What follows belongs to an exercise in optimizing a design on an open flow for small area and a short achievable clock period; a production flow would make more cautious choices.
No run shown here included a check of the RTL's function; only the layout flow was run.
No activity file was given, so power comes from the tool's default toggle rates.

**flow/design.v**
```verilog
module cia402_fsm (
  input  wire         clk,
  input  wire         rst,
  input  wire         start,
  input  wire         operational,
  input  wire         stop_req,
  input  wire [31:0]  cfg_target_vel,
  input  wire [7:0]   cfg_mode,
  input  wire [15:0]  cfg_max_torque,
  output wire         ex_req,
  input  wire         ex_valid,
  input  wire         ex_resp_fresh,
  input  wire [127:0] ex_in,
  input  wire [15:0]  ex_wkc,
  output wire [127:0] ex_out,
  output wire [2:0]   phase,
  output wire         exit_code,
  output wire [2:0]   dstate,
  output wire [32:0]  delta,
  output wire         delta_valid,
  output wire         moving,
  output wire         enable_evt,
  output wire [31:0]  enable_pos,
  output wire         report_valid,
  output wire [63:0]  report_cycle,
  output wire [15:0]  report_status,
  output wire [15:0]  report_control,
  output wire [31:0]  report_position,
  output wire [32:0]  report_delta,
  output wire [35:0]  report_rpm,
  output wire [31:0]  report_velocity,
  output wire [7:0]   report_mode,
  output wire [15:0]  report_wkc
);
  localparam [2:0] PH_IDLE   = 3'd0;
  localparam [2:0] PH_RUN    = 3'd1;
  localparam [2:0] PH_DRAIN  = 3'd2;
  localparam [2:0] PH_HALTED = 3'd3;
  localparam [2:0] PH_FAILED = 3'd4;
  reg [2:0]   phase_q;
  reg         run_flag;
  reg         ex_req_q;
  reg [63:0]  cnt;             
  reg [6:0]   c125;            
  reg [31:0]  start_pos;
  reg         motor_enabled;
  reg [15:0]  wkc;
  reg         cw7, cw3, cw21, cw0;    
  reg         tv_on;           
  reg         cfg_on;          
  reg [31:0]  out_tv;
  reg [15:0]  out_mt;
  reg [7:0]   out_mode;
  reg [15:0]  in_sw;           
  reg [2:0]   in_ds;           
  reg [31:0]  in_pos;          
  reg [31:0]  in_vel;          
  reg [7:0]   in_mode;         
  reg [32:0]  delta_q;         
  reg         moving_q;
  reg [35:0]  rpm_q;           
  reg         enable_evt_q;
  reg         report_q;
  wire in_idle  = (phase_q == PH_IDLE);
  wire in_run   = (phase_q == PH_RUN);
  wire in_drain = (phase_q == PH_DRAIN);
  wire do_start = in_idle && start && operational;
  wire do_sfail = in_idle && start && !operational;
  wire do_cycle = in_run && run_flag && ex_valid;
  wire do_stop  = in_run && !run_flag;
  wire do_drain = in_drain && ex_valid;
  wire do_exch  = do_cycle || do_drain;
  wire take_in  = do_exch && ex_resp_fresh;
  wire do_halt  = do_drain && (cnt[5:0] == 6'd49);
  function [2:0] dec;
    input [15:0] s;
    begin
      case (s)
        16'h1208: dec = 3'd1;
        16'h1250: dec = 3'd2;
        16'h1231: dec = 3'd3;
        16'h1233: dec = 3'd4;
        16'h1237: dec = 3'd5;
        16'h1637: dec = 3'd5;
        default:  dec = 3'd0;
      endcase
    end
  endfunction
  wire [2:0] ex_ds      = dec(ex_in[15:0]);
  wire [2:0] new_dstate = ex_resp_fresh ? ex_ds : in_ds;
  wire ds_fault = (new_dstate == 3'd1);
  wire ds_sod   = (new_dstate == 3'd2);
  wire ds_swon  = (new_dstate == 3'd4);
  wire ds_open  = (new_dstate == 3'd5);
  wire ds_known = (new_dstate != 3'd0);
  wire do_latch = do_cycle && ds_open && !motor_enabled;
  wire rep_hit  = (cnt[1:0] == 2'd3) && (c125 == 7'd124);
  wire tv_on_next  = !rst && ((do_cycle && ds_known) ? ds_open :
                              (do_stop || do_drain) ? 1'b0 : tv_on);
  wire cfg_on_next = !rst && (cfg_on || do_cycle || do_stop || do_drain);
  wire [31:0] ex_pos  = ex_in[47:16];
  wire [31:0] ex_vel  = ex_in[79:48];
  wire [32:0] ex_delta = {ex_pos[31], ex_pos} - {start_pos[31], start_pos};
  wire ex_big = ex_delta[32] ? (!(&ex_delta[31:10]) || (ex_delta[9:0] < 10'd24))
                             : ((|ex_delta[31:10]) || (ex_delta[9:0] > 10'd1000));
  wire [2:0] phase_next = rst      ? PH_IDLE   :
                          do_start ? PH_RUN    :
                          do_sfail ? PH_FAILED :
                          do_stop  ? PH_DRAIN  :
                          do_halt  ? PH_HALTED : phase_q;
  wire run_next = rst || (run_flag && !stop_req);
  always @(posedge clk) begin
    phase_q  <= phase_next;
    run_flag <= run_next;
    ex_req_q <= ((phase_next == PH_RUN) && run_next) || (phase_next == PH_DRAIN);
    tv_on    <= tv_on_next;
    cfg_on   <= cfg_on_next;
    out_tv   <= cfg_target_vel & {32{tv_on_next}};
    out_mt   <= cfg_max_torque & {16{cfg_on_next}};
    out_mode <= cfg_mode & {8{cfg_on_next}};
    if (rst) begin
      start_pos     <= 32'd0;
      motor_enabled <= 1'b0;
      cw7           <= 1'b0;
      cw3           <= 1'b0;
      cw21          <= 1'b0;
      cw0           <= 1'b0;
      in_sw         <= 16'd0;
      in_ds         <= 3'd0;
      in_pos        <= 32'd0;
      in_vel        <= 32'd0;
      in_mode       <= 8'd0;
      rpm_q         <= 36'd0;
      delta_q       <= 33'd0;
      moving_q      <= 1'b0;
      enable_evt_q  <= 1'b0;
      report_q      <= 1'b0;
    end else begin
      enable_evt_q <= do_latch;
      report_q     <= do_cycle && rep_hit;
      if (take_in) begin
        in_sw   <= ex_in[15:0];
        in_ds   <= ex_ds;
        in_pos  <= ex_pos;
        in_vel  <= ex_vel;
        in_mode <= ex_in[119:112];
        rpm_q   <= {ex_vel, 4'd0} - {{4{ex_vel[31]}}, ex_vel};
      end
      if (do_latch) begin
        motor_enabled <= 1'b1;
        start_pos     <= take_in ? ex_pos : in_pos;
        delta_q       <= 33'd0;
        moving_q      <= 1'b0;
      end else if (take_in) begin
        delta_q       <= ex_delta;
        moving_q      <= motor_enabled && ex_big;
      end
      if (do_cycle && ds_known) begin
        cw7  <= ds_fault;
        cw3  <= ds_swon || ds_open;
        cw21 <= !ds_fault;
        cw0  <= !ds_fault && !ds_sod;
      end
      if (do_stop || do_drain) begin
        cw7  <= 1'b0;
        cw3  <= 1'b0;
        cw21 <= 1'b0;
        cw0  <= 1'b0;
      end
    end
  end
  always @(posedge clk) begin
    if (in_idle || do_stop)
      cnt <= 64'd0;
    else if (do_exch)
      cnt <= cnt + 64'd1;
    if (in_idle)
      c125 <= 7'd0;
    else if (do_cycle && cnt[1:0] == 2'd3)
      c125 <= (c125 == 7'd124) ? 7'd0 : c125 + 7'd1;
    if (do_exch)
      wkc <= ex_wkc;
  end
  wire [15:0] cw = {8'd0, cw7, 3'd0, cw3, cw21, cw21, cw0};
  assign ex_req      = ex_req_q;
  assign ex_out      = {8'd0, out_mode, out_mt, 16'd0, out_tv, 32'd0, cw};
  assign phase       = phase_q;
  assign exit_code   = phase_q[2];
  assign dstate      = in_ds;
  assign delta       = delta_q;
  assign delta_valid = motor_enabled;
  assign moving      = moving_q;
  assign enable_evt  = enable_evt_q;
  assign enable_pos  = in_pos;
  assign report_valid    = report_q;
  assign report_cycle    = cnt;
  assign report_status   = in_sw;
  assign report_control  = cw;
  assign report_position = in_pos;
  assign report_delta    = delta_q;
  assign report_rpm      = rpm_q;
  assign report_velocity = in_vel;
  assign report_mode     = in_mode;
  assign report_wkc      = wkc;
endmodule
```
**flow/run.sh**
```bash
#!/bin/bash
# synth_recipe.tcl (not shown) runs the flow's synth.tcl, then flattens the netlist and writes it again
# the make line also repeats each setting of config.mk as NAME=value (left out here)
make -C /OpenROAD-flow-scripts/flow DESIGN_CONFIG=/design/flow/config.mk WORK_HOME=/design/flow/orfs CLKGATE_MAP_FILE= SYNTH_SCRIPT=/design/flow/synth_recipe.tcl finish
```
**flow/config.mk**
```make
export PLATFORM = sky130hd
export DESIGN_NAME = cia402_fsm
export DESIGN_NICKNAME = cia402_fsm
export VERILOG_FILES = /design/flow/design.v
export SDC_FILE = /design/flow/constraint.sdc
export NUM_CORES = 4
export LEC_CHECK = 0
export CAP_MARGIN = 20
export CORE_MARGIN = 2
export CORE_UTILIZATION = 40
export SLEW_MARGIN = 20
```
**flow/constraint.sdc**
```tcl
create_clock -name core_clock -period 8.0 [get_ports {clk}]
set_input_delay 1.6000 -clock core_clock [delete_from_list [all_inputs] [get_ports {clk}]]
set_output_delay 1.6000 -clock core_clock [all_outputs]
set_load 0.01 [all_outputs]
```
==> summary.md, run 1 <==
| Metric | Value |
|---|---|
| Status | no timing/DRC/antenna violations |
| Synth area leaders | dfxtp_1, buf_4, nand2_1 |
| Hold Path End | in_sw[1] |
| HP Class | register to register |
| H-tree depth | 2 |
| Number of global-route vias before repair | 14300 |
| Ys flop type | dfxtp_1 |
| Final WL | 54900 um |
| Non-Filler Instances | 3008 |
| Worst r2r dst | moving_q |
| Synthesis Warnings | 1 |
| Crit start category | input port |
| Area Growth Syn to Fin | 38.7% |
| Buffers added on ports | 546 |
| Clock Skew | 0.0125 ns |
| Ys async rst share | 0% |
| RSZ-0062 raised after global routing | false |
| WL per Instance | 18.2 um |
| Syn Inst Count | 2000 |
| First-pass GRT wire length | 82600 um |
| WS Path Type | input port to register |
| Num ports | 665 |
| Post-CTS Setup Bufs | 0 |
| CTS clock-pin slew for the worst setup and hold paths | 0.06 ns |
| FP Rows | 75 |
| Synthesized area per cell | 8.45 um^2 |
| VDD IR-drop max | 0.000106 V |
| Fin worst setup slack | 3.10 ns |
| PwrDens | 186 nW/um^2 |
| Global Route Usage Sum | 24.1% |
| Cell count of the worst reg-to-reg path | 13 |
| Critical Path AT | 5.34 ns |
| Die height | 210 um |
| Num CTS Buffers | 40 |
| First-pass iteration count of the detailed router | 5 |
| HP Start | in_sw[1] |
| Die area | 43900 um^2 |
| M1 WL | 23600 um |
| Setup WS pre-CTS | 2.55 ns |
| Post-DP HPWL | 41700 um |
| Worst skew pair latency | 0.56 ns |
| Hold-fix buffers, CTS | 0 |
| Max-cap violations | 0 |
| Clk buf depth | 3 |
| FF+latch count, synth | 349 |
| Final Util | 56.0% |
| Placed cells | 2935 |
| Slew margin rel. | 43.6% |
| Final Max Slew Viols | 0 |
| Drt via density | 4.97 |
| Initial Util | 40.4% |
| Reg2reg start | start_pos[0] |
| Achievable frequency | 0.204 GHz |
| Clock tree root buffer cell | clkbuf_16 |
| Yosys top cell by area | dfxtp_1 |
| Final instance area | 23400 um^2 |
| CTS tree | yes |
| Pin count of the biggest net entering global routing | 104 |
| Number of enable flip-flop cells after synthesis | 16 |
| Setup crit end kind | register |
| Hold Slack | 0.452 ns |
| Synth cell types | 75 |
| Via count | 14900 |
| Setup TNS | 0 ns |
| Proportion of netlist area held by the largest area contributor | 39.4% |
| Core area | 41900 um^2 |
| Largest fanout on the critical path | 4 |
| DRC Markers | 0 |
| Setup-failing EPs final | 0 |
| Cell area after synthesis | 16900 um^2 |
| Number of antenna violations at the first check in global routing | 4 |
| Period utilisation layout | 61.2% |
| Placer Congestion | 0.876 |
| Worst Hold Depth | 2 |
| Met3 Routed Length | 3730 um |
| Area post-placement | 22000 um^2 |
| Layout cell share with drive strength beyond 1 | 4.05% |
| R2r setup slk | 4.37 ns |
| Final Critical Period | 4.90 ns |
| Met2 WL | 26100 um |
| 1st-iter DRT viols | 739 |
| Register area share after synthesis | 42.3% |
| CTS sink count | 349 |
| Critical path required time | 8.45 ns |
| Post-DRT Antenna Nets | 0 |
| DR top layer | met5 |
| Worst-Margin Slew | 0.845 ns |
| Nets@finish | 2714 |
| Pwr Total | 4.36 mW |
| Fin. Hold Viols | 0 |
| Pleak | 8.67 nW |
| CTS resizes | 0 |
| DIE WIDTH | 210 um |
| Total global routing overflow | 0 |
==> worst max-delay path, cell delays in order <==
cell and delay [ns]:
clkdlybuf4s50_1 0.48, inv_1 0.05, ha_1 0.25, fa_1 0.43, nor2b_1 0.18, o2111ai_1 0.20
and3_1 0.27, o21ai_4 0.23, a21oi_1 0.16, xnor2_1 0.32, and3_1 0.24, nand4_1 0.12
or4_1 0.50, nor4_1 0.24, nor3_1 0.07
==> worst max-delay path by stage <==
stage | startpoint | to | cells after the start
2_1_floorplan | ex_in[16] | moving_q | 14
6_report | ex_in[16] | moving_q | 15
4_1_cts | ex_in[1] | start_pos[28] | 11
5_1_grt | ex_in[1] | start_pos[30] | 11
3_3_place_gp | ex_in[16] | moving_q | 15
3_5_place_dp | ex_in[1] | start_pos[30] | 11
==> power breakdown <==
part / internal (mW) / leakage, nW / switching, mW / total (mW)
registers: 1.78 / 2.83 / 0.0199 / 1.80
clock network: 1.26 / 0.726 / 0.754 / 2.01
logic: 0.252 / 5.12 / 0.302 / 0.554
total: 3.29 / 8.67 / 1.08 / 4.36
==> flip-flops by register name, summed over array words and instances, names as in the netlist, 32 cells and up <==
signal,cells
start_pos,32
rpm_q,35
cnt,64
in_pos,32
delta_q,33
out_tv,32
in_vel,32
==> routing by layer <==
metal / global-route usage, % / up-vias
met5: 0 / -
met4: 8.29 / 4
met3: 6.13 / 72
met2: 40.7 / 439
met1: 29.9 / 6992
li1: - / 7441
==> cells by family after synthesis <==
kind of cell	Yosys count	synth area share (%)
AND/OR/NAND/NOR	699	19.3
AO/OA/AOI/OAI	411	14.7
flip-flops	349	42.3
buffers and inverters	328	10.8
adder cells (fa/ha/maj)	69	5.15
other	1	0.0222
XOR/XNOR	108	5.64
multiplexers	35	2.07
==> area by class of cell <==
class	instances	area, um^2
flip-flops and latches	349	7150
inverters	93	349
fillers	3859	18400
multi-input cells	1400	8260
diodes	2	5.00
well taps	539	674
clock inverters	13	208
repair buffers	554	5540
clock buffers	58	1260
==> cell usage after synthesis, types with 9 or more instances <==
library cell,n
and3_1,24
a211oi_1,19
o21a_1,13
nor3_1,21
buf_4,156
edfxtp_1,16
clkbuf_1,70
o21ai_0,53
dfxtp_1,333
nand2b_1,9
nand3_1,40
and2_1,66
nand2_1,276
o21ai_1,9
a21o_1,33
o22ai_1,33
a21oi_1,184
nor2_1,174
xnor2_1,49
a31oi_1,12
nand4_1,23
ha_1,68
xor2_1,58
or3_1,17
mux2i_1,35
inv_1,92
==> layout by cell type, fill, tap and decap left out, types with 12 or more instances in the layout <==
| master | n |
|---|---|
| nand4_1 | 23 |
| o22ai_1 | 33 |
| a211oi_1 | 18 |
| xnor2_1 | 49 |
| mux2i_1 | 35 |
| inv_1 | 92 |
| clkdlybuf4s50_1 | 545 |
| conb_1 | 78 |
| a21o_1 | 33 |
| clkbuf_16 | 44 |
| a31oi_1 | 12 |
| o21a_1 | 13 |
| o21ai_0 | 53 |
| xor2_1 | 58 |
| nor2_1 | 174 |
| edfxtp_1 | 16 |
| nand3_1 | 40 |
| and3_1 | 24 |
| dfxtp_1 | 333 |
| ha_1 | 68 |
| a21oi_1 | 183 |
| and2_1 | 65 |
| nor3_1 | 21 |
| or3_1 | 17 |
| nand2_1 | 275 |
==> inputs of run 2 (changes only) <==
--- a/flow/config.mk
+++ b/flow/config.mk
@@ -10,2 +10,3 @@
 export CORE_UTILIZATION = 40
+export SETUP_SLACK_MARGIN = 5
 export SLEW_MARGIN = 20
==> run 2 against run 1 <==
Still clean on timing, DRC and antenna. First-iteration DRC count rose by 30%. Sequential share of layout area shrank 3.9 points. Global-route usage increased by 5.0 points. Final cell count is 6.3% higher. Power grew 3.8%. Maximum frequency is 19% higher. Routed wire length rose by 23%. Critical path type unchanged.
==> summary.md, run 2 <==
| Metric | Value |
|---|---|
| Status | no timing/DRC/antenna violations (unchanged) |
| Register area share after synthesis | 42.3% (unchanged) |
| Clk buf depth | 3 (unchanged) |
| Pin count of the biggest net entering global routing | 92 (was 104) |
| WS Path Type | input port to register (unchanged) |
| DRC Markers | 0 (unchanged) |
| Critical path required time | 8.45 ns (about the same) |
| Layout cell share with drive strength beyond 1 | 25.4% (was 4.05%) |
| Ys flop type | dfxtp_1 (unchanged) |
| HP Class | register to register (unchanged) |
| Critical Path Source | ex_in[16] (unchanged) |
| Final Util | 64.8% (was 56.0%) |
| Max FFs per register | 64 (unchanged) |
| Placer Congestion | 0.878 (was 0.876) |
| Number of global-route vias before repair | 16000 (was 14300) |
| Num ports | 665 (unchanged) |
| 1st-iter DRT viols | 964 (was 739) |
| Num CTS Buffers | 40 (unchanged) |
| Syn Inst Count | 2000 (unchanged) |
| Biggest regs | cnt: 64 flops, rpm_q: 35 flops, delta_q: 33 flops (unchanged) |
| HP Start | in_mode[2] (was in_sw[1]) |
| DIE WIDTH | 210 um (unchanged) |
| Post-DRT Antenna Nets | 0 (unchanged) |
| Final instance area | 27100 um^2 (was 23400 um^2) |
| Setup TNS | 0 ns (unchanged) |
| Synth area leaders | dfxtp_1, buf_4, nand2_1 (unchanged) |
| Die height | 210 um (unchanged) |
| Period utilisation layout | 51.3% (was 61.2%) |
| Pwr Total | 4.53 mW (was 4.36 mW) |
| Clock Skew | 0.0110 ns (was 0.0125 ns) |
| H-tree depth | 2 (unchanged) |
| Final WL | 67400 um (was 54900 um) |
| Slew margin rel. | 44.0% (was 43.6%) |
| Global Route Usage Sum | 29.1% (was 24.1%) |
| Yosys top cell by area | dfxtp_1 (unchanged) |
| Via count | 16700 (was 14900) |
| Post-DP HPWL | 43100 um (was 41700 um) |
| Synthesis Warnings | 1 (unchanged) |
| Synthesized area per cell | 8.45 um^2 (unchanged) |
| Cell area after synthesis | 16900 um^2 (unchanged) |
| Area post-placement | 22700 um^2 (was 22000 um^2) |
| Reg2reg start | start_pos[1] (was start_pos[0]) |
| Pleak | 12.0 nW (was 8.67 nW) |
| CTS clock-pin slew for the worst setup and hold paths | 0.06 ns (about the same) |
| Setup WS pre-CTS | 2.62 ns (was 2.55 ns) |
| First-pass iteration count of the detailed router | 5 (unchanged) |
| First-pass GRT wire length | 98200 um (was 82600 um) |
| Worst skew pair latency | 0.56 ns (about the same) |
| Fin worst setup slack | 3.89 ns (was 3.10 ns) |
| CTS sink count | 349 (unchanged) |
| Die area | 43900 um^2 (unchanged) |
| Synth top cells by count | dfxtp_1, nand2_1, a21oi_1 (unchanged) |
| Max-cap violations | 0 (unchanged) |
| WL per Instance | 21.1 um (was 18.2 um) |
| Proportion of netlist area held by the largest area contributor | 39.4% (unchanged) |
| Total global routing overflow | 0 (unchanged) |
| Critical Path AT | 4.55 ns (was 5.34 ns) |
| Worst-Margin Slew | 0.841 ns (was 0.845 ns) |
| Nets@finish | 2901 (was 2714) |
| Largest fanout on the critical path | 4 (unchanged) |
| Core area | 41900 um^2 (unchanged) |
| Area Growth Syn to Fin | 60.4% (was 38.7%) |
| Ys async rst share | 0% (unchanged) |
| Worst path max stage delay | 0.45 ns (was 0.50 ns) |
| Final Max Slew Viols | 0 (unchanged) |
| Achievable frequency | 0.244 GHz (was 0.204 GHz) |
| Crit-path slowest cell | or4_4 (was or4_1) |
| Commonest non-fill, non-tap cell in the layout | dlygate4sd2_1 (was clkdlybuf4s50_1) |
| Crit path cell chain | buf_8, inv_8, ha_4, fa_2, nor2b_4, o2111ai_4, and3_4, o31a_1, o21bai_1, a21oi_1, xnor2_1, nand4_1, or4_4, nor4_4, nor3_1 (was clkdlybuf4s50_1, inv_1, ha_1, fa_1, nor2b_1, o2111ai_1, and3_1, o21ai_4, a21oi_1, xnor2_1, and3_1, nand4_1, or4_1, nor4_1, nor3_1) |
| Final Critical Period | 4.11 ns (was 4.90 ns) |
| Fin. Hold Viols | 0 (unchanged) |
| Setup crit end kind | register (unchanged) |
| VDD IR-drop max | 0.000145 V (was 0.000106 V) |
| Drt via density | 5.21 (was 4.97) |
| Initial Util | 40.4% (unchanged) |
| Number of antenna violations at the first check in global routing | 0 (was 4) |
| RSZ-0062 raised after global routing | true (was false) |
| Most flop-heavy register | cnt (unchanged) |
| FF+latch count, synth | 349 (unchanged) |
| Crit start category | input port (unchanged) |
| Setup-failing EPs final | 0 (unchanged) |
| Commonest cells after routing, fill and taps aside | dlygate4sd2_1, dfxtp_1, nand2_1 (was clkdlybuf4s50_1, dfxtp_1, nand2_1) |
| Clock tree root buffer cell | clkbuf_16 (unchanged) |
| PwrDens | 167 nW/um^2 (was 186 nW/um^2) |
| Count leader, synth | dfxtp_1 (unchanged) |
| CTS tree | yes (unchanged) |
| Buffers added on ports | 546 (unchanged) |
| Synth cell types | 75 (unchanged) |
| Number of enable flip-flop cells after synthesis | 16 (unchanged) |
| FP Rows | 75 (unchanged) |
==> run 2: where the power goes <==
part | switching [mW] | total, mW | internal [mW] | leakage [nW]
sequential | 0.0193 | 1.80 | 1.78 | 2.85
clock | 0.767 | 1.94 | 1.18 | 0.689
combinational | 0.413 | 0.789 | 0.376 | 8.46
total | 1.20 | 4.53 | 3.33 | 12.0
==> run 2: layout make-up <==
class                           count  area [um^2]
Inverter                           93          414
Fill cell                        3641        14700
Sequential cell                   349         7200
Multi-Input combinational cell   1405        10400
Clock buffer                       61         1210
Timing Repair Buffer              736         7030
Tap cell                          539          674
Antenna cell                        1         2.50
Clock inverter                     13          176
==> run 2: cells by family after synthesis <==
family	Yosys count	synth area share [%]
buffers and inverters	328	10.8
adders and majority gates	69	5.15
other	1	0.0222
muxes	35	2.07
AOI/OAI and AO/OA	411	14.7
DFF	349	42.3
and+or+nand+nor	699	19.3
xor gates and xnor gates	108	5.64
==> run 2: worst paths after layout <==
check | to | slack, ns | cells after the start
max | moving_q | 3.89 | 15
min | in_mode[2] | 0.45 | 2
max reg2reg | moving_q | 4.62 | 14
min reg2reg | in_mode[2] | 0.45 | 2
==> run 2: through the flow <==
step | hold slack [ns] | cells
2_1_floorplan | 0.451 | 2077
3_3_place_gp | 0.441 | 2935
3_5_place_dp | 0.446 | 2935
4_1_cts | 0.452 | 3142
5_1_grt | 0.464 | 3196
6_report | 0.451 | 3197
==> run 2: critical path, delay by kind of cell <==
family	cells	cell delay (ns)
AOI/OAI and AO/OA	4	0.80
and+or+nand+nor	6	1.20
adders and majority gates	2	0.57
buffers and inverters	2	0.12
xor gates and xnor gates	1	0.26
==> run 2: layer usage <==
layer  GRT usage, %  wire, um  up-vias
li1               -         -     7845
met1           37.2     28600     8066
met2           49.8     32400      618
met3           5.63      4610      124
met4           8.83      1850        0
met5              0         0        -
==> run 2: what timing repair did <==
| item | 4_1_cts | 5_1_grt |
|---|---|---|
| endpoints found under the setup margin | 671 | 155 |
| gates resized for setup | 903 | 161 |
| pin swaps | 119 | 110 |
| setup buffers | 113 | 53 |
| cloned | 20 | 1 |
| hold buffers | 0 | 0 |
==> inputs of run 3 (changes only) <==
==> flow/flow/run.sh (new file) <==
#!/bin/bash
# The standard layout (standard.sh: the standard flow's synthesis, floorplan, place, CTS, route), with the
# port buffers that placement inserts on every input and output made from the small
# sky130_fd_sc_hd__buf_1 instead of the default pick; repair may still resize them.
set -euo pipefail
bash standard.sh 'BUFFER_PORTS_ARGS=-buffer_cell sky130_fd_sc_hd__buf_1' finish > standard_flow.log 2>&1
==> flow/standard.sh (new file) <==
#!/bin/bash
# synth_recipe.tcl (not shown) runs the flow's synth.tcl, then flattens the netlist and writes it again
# the make line also repeats each setting of config.mk as NAME=value (left out here)
make -C /OpenROAD-flow-scripts/flow DESIGN_CONFIG=/design/flow/config.mk WORK_HOME=/design/flow/orfs CLKGATE_MAP_FILE= SYNTH_SCRIPT=/design/flow/synth_recipe.tcl "${@:-finish}"
removed: flow/run.sh
==> run 3 against run 2 <==
Still clean on timing, DRC and antenna. Critical path depth shrank 1. Design area shrank 13%. Clock skew up 0.0069 ns. Clock power decreased by 11%. Maximum frequency grew 0.74%. Die area did not move. First-iteration DRC count up 14%. Count of clock-buffer cells in the layout decreased by 5. Global-route usage decreased by 3.8 points. Setup slack improved by 0.030 ns. Synthesized cell count did not move. Critical endpoint unchanged. Largest cell class unchanged. Largest power group is now registers. Highest routed layer unchanged.
==> summary.md, run 3 <==
| Metric | Value |
|---|---|
| Status | no timing/DRC/antenna violations (unchanged) |
| Number of antenna violations at the first check in global routing | 1 (was 0) |
| Worst-Margin Slew | 0.959 ns (was 0.841 ns) |
| Ys async rst share | 0% (unchanged) |
| HP Start | in_vel[15] (was in_mode[2]) |
| HP Class | register to register (unchanged) |
| Max-cap violations | 0 (unchanged) |
| Register area share after synthesis | 42.3% (unchanged) |
| Die area | 43900 um^2 (unchanged) |
| Setup-failing EPs final | 0 (unchanged) |
| Critical path required time | 8.43 ns (was 8.45 ns) |
| Synthesis Warnings | 1 (unchanged) |
| CTS sink count | 349 (unchanged) |
| Proportion of netlist area held by the largest area contributor | 39.4% (unchanged) |
| Pwr Total | 4.21 mW (was 4.53 mW) |
| DIE WIDTH | 210 um (unchanged) |
| Num CTS Buffers | 39 (was 40) |
| RSZ-0062 raised after global routing | true (unchanged) |
| Drt via density | 5.15 (was 5.21) |
| Crit start category | input port (unchanged) |
| Setup TNS | 0 ns (unchanged) |
| Placer Congestion | 0.897 (was 0.878) |
| Area Growth Syn to Fin | 39.2% (was 60.4%) |
| Post-DP HPWL | 39600 um (was 43100 um) |
| Final WL | 59900 um (was 67400 um) |
| WS Path Type | input port to register (unchanged) |
| VDD IR-drop max | 0.000146 V (was 0.000145 V) |
| Number of global-route vias before repair | 15100 (was 16000) |
| Slew margin rel. | 36.1% (was 44.0%) |
| Non-Filler Instances | 3138 (was 3197) |
| PwrDens | 179 nW/um^2 (was 167 nW/um^2) |
| Clock tree root buffer cell | clkbuf_16 (unchanged) |
| Reg2reg start | start_pos[14] (was start_pos[1]) |
| 1st-iter DRT viols | 1103 (was 964) |
| Final Max Slew Viols | 0 (unchanged) |
| CP Buf/Inv Count | 3 (was 2) |
| Critical Path AT | 4.50 ns (was 4.55 ns) |
| FP Rows | 75 (unchanged) |
| Biggest regs | cnt: 64 flops, rpm_q: 35 flops, delta_q: 33 flops (unchanged) |
| Via count | 16100 (was 16700) |
| CP delay by family, top | simple AND/OR/NAND/NOR gates (unchanged) |
| Post-DRT Antenna Nets | 0 (unchanged) |
| Synthesized area per cell | 8.45 um^2 (unchanged) |
| FF+latch count, synth | 349 (unchanged) |
| Worst skew pair latency | 0.56 ns (about the same) |
| Pleak | 8.58 nW (was 12.0 nW) |
| Final Util | 56.2% (was 64.8%) |
| Commonest non-fill, non-tap cell in the layout | buf_1 (was dlygate4sd2_1) |
| Worst path max stage delay | 0.58 ns (was 0.45 ns) |
| Num ports | 665 (unchanged) |
| WL per Instance | 19.1 um (was 21.1 um) |
| First-pass GRT wire length | 86800 um (was 98200 um) |
| Setup crit end kind | register (unchanged) |
| Count leader, synth | dfxtp_1 (unchanged) |
| Most flop-heavy register | cnt (unchanged) |
| Number of enable flip-flop cells after synthesis | 16 (unchanged) |
| Yosys top cell by area | dfxtp_1 (unchanged) |
| Clock Skew | 0.0179 ns (was 0.0110 ns) |
| Crit-path slowest cell | or4_4 (unchanged) |
| Max FFs per register | 64 (unchanged) |
| Ys flop type | dfxtp_1 (unchanged) |
| Core area | 41900 um^2 (unchanged) |
| Buffers added on ports | 546 (unchanged) |
| Critical Path Source | ex_in[30] (was ex_in[16]) |
| Global Route Usage Sum | 25.3% (was 29.1%) |
| Nets@finish | 2846 (was 2901) |
| Ant. Diodes | 0 (was 1) |
| Period utilisation layout | 50.9% (was 51.3%) |
| Synth top cells by count | dfxtp_1, nand2_1, a21oi_1 (unchanged) |
| CTS clock-pin slew for the worst setup and hold paths | 0.06 ns (about the same) |
| First-pass iteration count of the detailed router | 5 (unchanged) |
| H-tree depth | 2 (unchanged) |
| Placed cells | 2936 (was 2935) |
| Fin. Hold Viols | 0 (unchanged) |
| Syn Inst Count | 2000 (unchanged) |
| Initial Util | 40.4% (unchanged) |
| Final Critical Period | 4.08 ns (was 4.11 ns) |
| Largest fanout on the critical path | 6 (was 4) |
| Layout cell share with drive strength beyond 1 | 21.4% (was 25.4%) |
| Synth area leaders | dfxtp_1, buf_4, nand2_1 (unchanged) |
| Total global routing overflow | 0 (unchanged) |
| Clk buf depth | 3 (unchanged) |
| Commonest cells after routing, fill and taps aside | buf_1, dfxtp_1, nand2_1 (was dlygate4sd2_1, dfxtp_1, nand2_1) |
| Synth cell types | 75 (unchanged) |
| DRC Markers | 0 (unchanged) |
| Hold-fix buffers, CTS | 0 (unchanged) |
| Cell area after synthesis | 16900 um^2 (unchanged) |
| Crit path cell chain | buf_1, ha_4, nand4_1, or4_4, o21ai_4, a31oi_4, a311oi_1, and4b_1, buf_4, buf_6, nor3_2, nand4_1, nor3_2, nor3_1 (was buf_8, inv_8, ha_4, fa_2, nor2b_4, o2111ai_4, and3_4, o31a_1, o21bai_1, a21oi_1, xnor2_1, nand4_1, or4_4, nor4_4, nor3_1) |
| Pin count of the biggest net entering global routing | 96 (was 92) |
| Achievable frequency | 0.245 GHz (was 0.244 GHz) |
| CTS tree | yes (unchanged) |
| Die height | 210 um (unchanged) |
[run 3: worst reg2reg max path, cell delays in order (launching register included)]
cell and delay [ns]:
dfxtp_1 0.33, inv_1 0.10, ha_4 0.33, nand4_1 0.14, or4_4 0.58, o21ai_4 0.29, a31oi_4 0.16, a311oi_1 0.27
and4b_1 0.24, buf_4 0.14, buf_6 0.11, nor3_2 0.10, nand4_1 0.13, nor3_2 0.19, nor3_1 0.09
[run 3: layer usage]
layer | wire length (um) | track usage [%]
met2 | 28800 | 43.6
met1 | 25400 | 32.8
met3 | 3960 | 4.52
met4 | 1690 | 6.31
met5 | 0 | 0
[run 3: final cells by class]
type / instances / area, um^2
fill: 3761 / 18300
clock buffer: 56 / 1090
multi-input combinational: 1408 / 10300
tap: 539 / 674
clock inverter: 14 / 116
timing repair buffer: 679 / 3790
inverter: 93 / 413
sequential: 349 / 7150
[run 3: what timing repair did]
action / in CTS / in global routing
endpoints found under the setup margin: 285 / 155
cloned: 17 / 2
gates resized for setup: 229 / 180
buffers inserted: 76 / 37
pin swaps: 103 / 102
[run 3: path summary, 6_finish.rpt]
kind | slack (ns) | depth (start not counted) | end
max | 3.92 | 14 | moving_q
min reg2reg | 0.45 | 2 | in_vel[15]
min | 0.45 | 2 | in_vel[15]
max reg2reg | 4.67 | 14 | moving_q
[run 3: kinds of logic after synthesis]
family / after synthesis / share of synthesized area, %
compound gates: 411 / 14.7
xor+xnor: 108 / 5.64
fa+ha+maj: 69 / 5.15
buf+inv: 328 / 10.8
flops: 349 / 42.3
mux: 35 / 2.07
other cells: 1 / 0.0222
simple gates: 699 / 19.3
[run 3: stage by stage]
step           hold slack [ns]  setup slack, ns  area (um^2)
2_1_floorplan            0.451             3.72        18200
4_1_cts                  0.454             3.93        22300
3_5_place_dp             0.446             3.14        19300
5_1_grt                  0.468             3.82        23500
3_3_place_gp             0.440             3.14        19300
6_report                 0.452             3.92        23500
[run 3: report_power, final]
group          internal, mW  switching, mW
Clock                 0.986          0.742
Combinational         0.292          0.395
Sequential             1.78         0.0196

## separate check: timing with driven ports
How much do the figures lean on ideal ports? The routed layouts below were timed once more, with nothing changed but the port constraints.
Step 1 sets driving cells, clkbuf_16 on the clock port and buf_2 on the other inputs (assumed; they add their load-dependent delay and slew).
Step 2, shift: input delay + t, output delay - t, t = (earliest + latest rising clock arrival at the registers) / 2. This alone moves slack from input paths to output paths.
Slacks: ideal / step 1 / step 2; pairs: ideal / step 1.
run	t, ns	slack for setup (ns)	worst slew at a driven data input, ns	pins driven straight from the clock port
run 1	0.613	3.104 / 3.090 / 2.478	0.14	1
run 2	0.616	3.894 / 3.829 / 3.213	0.12	1
run 3	0.603	3.924 / 3.908 / 3.305	0.13	1
After both steps every run listed still meets setup and hold. For run 2, which loses most, drivers alone change the setup slack by -0.065 ns; drivers and shift together by -0.681 ns.
